Source: an optimization exercise on an open RTL-to-GDS flow (aim: small area). Production flows keep margins and buffers that such runs may drop. The RTL was checked by simulation tests, not by an equivalence proof against the original design. Power is estimated from default activity; no workload was simulated.

rev 12:
## io22_core
module io22_core (
    input             clk,
    input             rst,           
    input             cmd_valid,
    input             cmd_edge,
    input      [63:0] cmd_word,
    output            cmd_ready,
    output reg        done,          
    output     [31:0] result,        
    output            ser_data,
    output            ser_clk,
    output            ser_latch,
    output            oe_n
);
    localparam [3:0] C_NONE     = 4'd0,
                     C_ILLEGAL  = 4'd1,
                     C_RESERVED = 4'd2,
                     C_POSITION = 4'd3,
                     C_SYMBOL   = 4'd4,
                     C_DIGITS   = 4'd5,
                     C_MESSAGE  = 4'd6,
                     C_TIMER    = 4'd7,
                     C_SELECTOR = 4'd8,
                     C_THORDER  = 4'd9;
    localparam [1:0] ST_STOPPED = 2'd0, ST_LOW = 2'd1, ST_HIGH = 2'd2;
    function [3:0] sym_code(input [4:0] s);
        case (s)
            5'd11: sym_code = 4'd0;
            5'd12: sym_code = 4'd11;
            5'd13: sym_code = 4'd12;
            5'd14: sym_code = 4'd13;
  ...
export LEC_CHECK = 0
export CAP_MARGIN = 20
export CORE_MARGIN = 2
export CORE_UTILIZATION = 40
export CTS_BUF_LIST = sky130_fd_sc_hd__clkbuf_8
export CTS_CLUSTER_DIAMETER = 70
export CTS_CLUSTER_SIZE = 18
export SLEW_MARGIN = 20
create_clock -name core_clock -period 20.0 [get_ports {clk}]
standard.sh (not shown) runs the stock make flow with config.mk's settings and CLKGATE_MAP_FILE= SYNTH_SCRIPT=/design/flow/synth_recipe.tcl, a recipe that flattens the netlist after the stock synthesis.
==> flow/flow/run.sh <==
#!/bin/bash
set -euo pipefail
export BUFFER_PORTS_ARGS="-buffer_cell sky130_fd_sc_hd__buf_1"
bash standard.sh > standard_flow.log 2>&1
Setup changes, rev 12 to rev 13
--- a/flow/design.v
+++ b/flow/design.v
@@ -17,40 +17,32 @@
                      C_RESERVED = 4'd2,
                      C_POSITION = 4'd3,
                      C_SYMBOL   = 4'd4,
                      C_DIGITS   = 4'd5,
                      C_MESSAGE  = 4'd6,
                      C_TIMER    = 4'd7,
                      C_SELECTOR = 4'd8,
                      C_THORDER  = 4'd9;
     localparam [1:0] ST_STOPPED = 2'd0, ST_LOW = 2'd1, ST_HIGH = 2'd2;
     function [3:0] sym_code(input [4:0] s);
-        case (s)
-            5'd11: sym_code = 4'd0;
-            5'd12: sym_code = 4'd11;
-            5'd13: sym_code = 4'd12;
-            5'd14: sym_code = 4'd13;
-            5'd15: sym_code = 4'd14;
-            5'd16: sym_code = 4'd15;
-            default: sym_code = s[3:0];
-        endcase
+        sym_code = (s == 5'd11) ? 4'd0 : (s[3:0] | {s[4], 1'b0, s[4], s[4]});
     endfunction
     function [3:0] msg_code(input [1:0] m, input [1:0] p);
         case ({m, p})
             4'b01_10: msg_code = 4'd0;
-            4'b01_11: msg_code = 4'd11;
+            4'b01_11: msg_code = 4'd12;
             4'b10_01: msg_code = 4'd0;
-            4'b10_10: msg_code = 4'd12;
-            4'b10_11: msg_code = 4'd12;
-            4'b11_01: msg_code = 4'd13;
-            4'b11_10: msg_code = 4'd14;
-            4'b11_11: msg_code = 4'd14;
+            4'b10_10: msg_code = 4'd13;
+            4'b10_11: msg_code = 4'd13;
+            4'b11_01: msg_code = 4'd14;
+            4'b11_10: msg_code = 4'd15;
+            4'b11_11: msg_code = 4'd15;
             default:  msg_code = 4'd10;
         endcase
     endfunction
     function [2:0] sub3(input [2:0] a, input [2:0] b);
         reg br0, br1;
         begin
             br0 = !a[0] && b[0];
             br1 = (!a[1] && b[1]) || (!(a[1] ^ b[1]) && br0);
             sub3 = {a[2] ^ b[2] ^ br1, a[1] ^ b[1] ^ br0, a[0] ^ b[0]};
         end
@@ -235,22 +227,22 @@
                 ST_HIGH:    if (g_sps_gt_n) fsn = ST_STOPPED;
                             else if (g_spu_n) fsn = ST_LOW;
                 default:    fsn = f_state;
             endcase
         end
     end
     wire order_ok = g_lu_n && g_us_n;
     localparam [31:0] TH_L0 = 32'd10000, TH_U0 = 32'd20000, TH_S0 = 32'd500000;
     wire [2:0] rmi = a_ge8 ? 3'd0 : fa[2:0];      
     wire [1:0] psel = busy ? cnt[7:6] : fa[1:0];
-    localparam [15:0] G0 = 16'hCC12, G1 = 16'hFC60, G2 = 16'hF404, G3 = 16'h5C92,
-                      G4 = 16'h8483, G9 = 16'hCC8E, G10 = 16'h86BA;
+    localparam [15:0] G0 = 16'h9C12, G1 = 16'hFC60, G2 = 16'hEC04, G3 = 16'hB492,
+                      G4 = 16'h0C83, G9 = 16'h9C8E, G10 = 16'h0EBA;
     wire [15:0] gl = {5'b00100, G10[cc], G9[cc], 4'b0000, G4[cc], G3[cc], G2[cc], G1[cc], G0[cc]};
     wire dp_s = (psel == 2'd1) ? dp1 : (psel == 2'd2) ? dp2 : 1'b1;
     wire [15:0] dbv = {psel == 2'd3, psel == 2'd0, dp_s, psel == 2'd2, psel == 2'd1,
                        gl[10:9], 4'b0000, gl[4:0]};
     wire [4:0] fk   = cnt[5:1];
     wire [4:0] vidx = busy ? {fk[4:3], ~fk[2:0]} : (op[0] && op[5]) ? {2'b10, rmi} : bi;
     wire [2:0] rbi = sub3(vidx[2:0], cnt[2:0]);
     wire vbit = vidx[4] ? rb_l[rbi] : dbv[vidx[3:0]];
     wire [7:0] stat  = {1'b0, colon, oe, fault, cause};
     wire lowbyte = (bi[4:3] == 2'd0);
--- outcome ---
The run showing the greater proportion of power drawn by the clock network is rev 13.
Where time the worst path needs with I/O delays and setup is concerned, rev 12 is outperformed by rev 13.
Power dissipated in sequential cells: rev 12 vs rev 13, no meaningful difference
cmd_word[61] as the timing startpoint of the critical path was reported by rev 12, and cmd_word[52] by rev 13.
Between rev 12 and rev 13, the flow reports overall power after layout increasing slightly.
Final instance area: rev 13 vs rev 12 down 1.3%

## port drivers added, routing unchanged
Ports are ideal in the flow. The routed layouts listed here were re-timed in OpenROAD. Step 1 (the two cells are an assumption about what drives the block):
set clk [get_ports {clk}]
set_driving_cell -lib_cell sky130_fd_sc_hd__clkbuf_16 $clk
set_driving_cell -lib_cell sky130_fd_sc_hd__buf_2 [delete_from_list [all_inputs] $clk]
Step 2 also shifts input and output timing later by t, the mid clock arrival at the registers, as if the neighbouring blocks saw the same clock. a / b / c = no drivers / after step 1 / after step 2; a / b = the first two.
run | t (ns) | slack for setup (ns) | clock arrival spread, ns | worst slew at a driven data input, ns
rev 12 | 0.714 | 9.748 / 9.779 / 9.065 | 0.036 / 0.036 | 0.08
rev 13 | 0.722 | 10.643 / 10.674 / 9.952 | 0.030 / 0.031 | 0.04
After both steps setup and hold are still met in every run listed. The setup slack of rev 13, which loses most, moves by +0.031 ns with the drivers and by -0.691 ns with both steps.
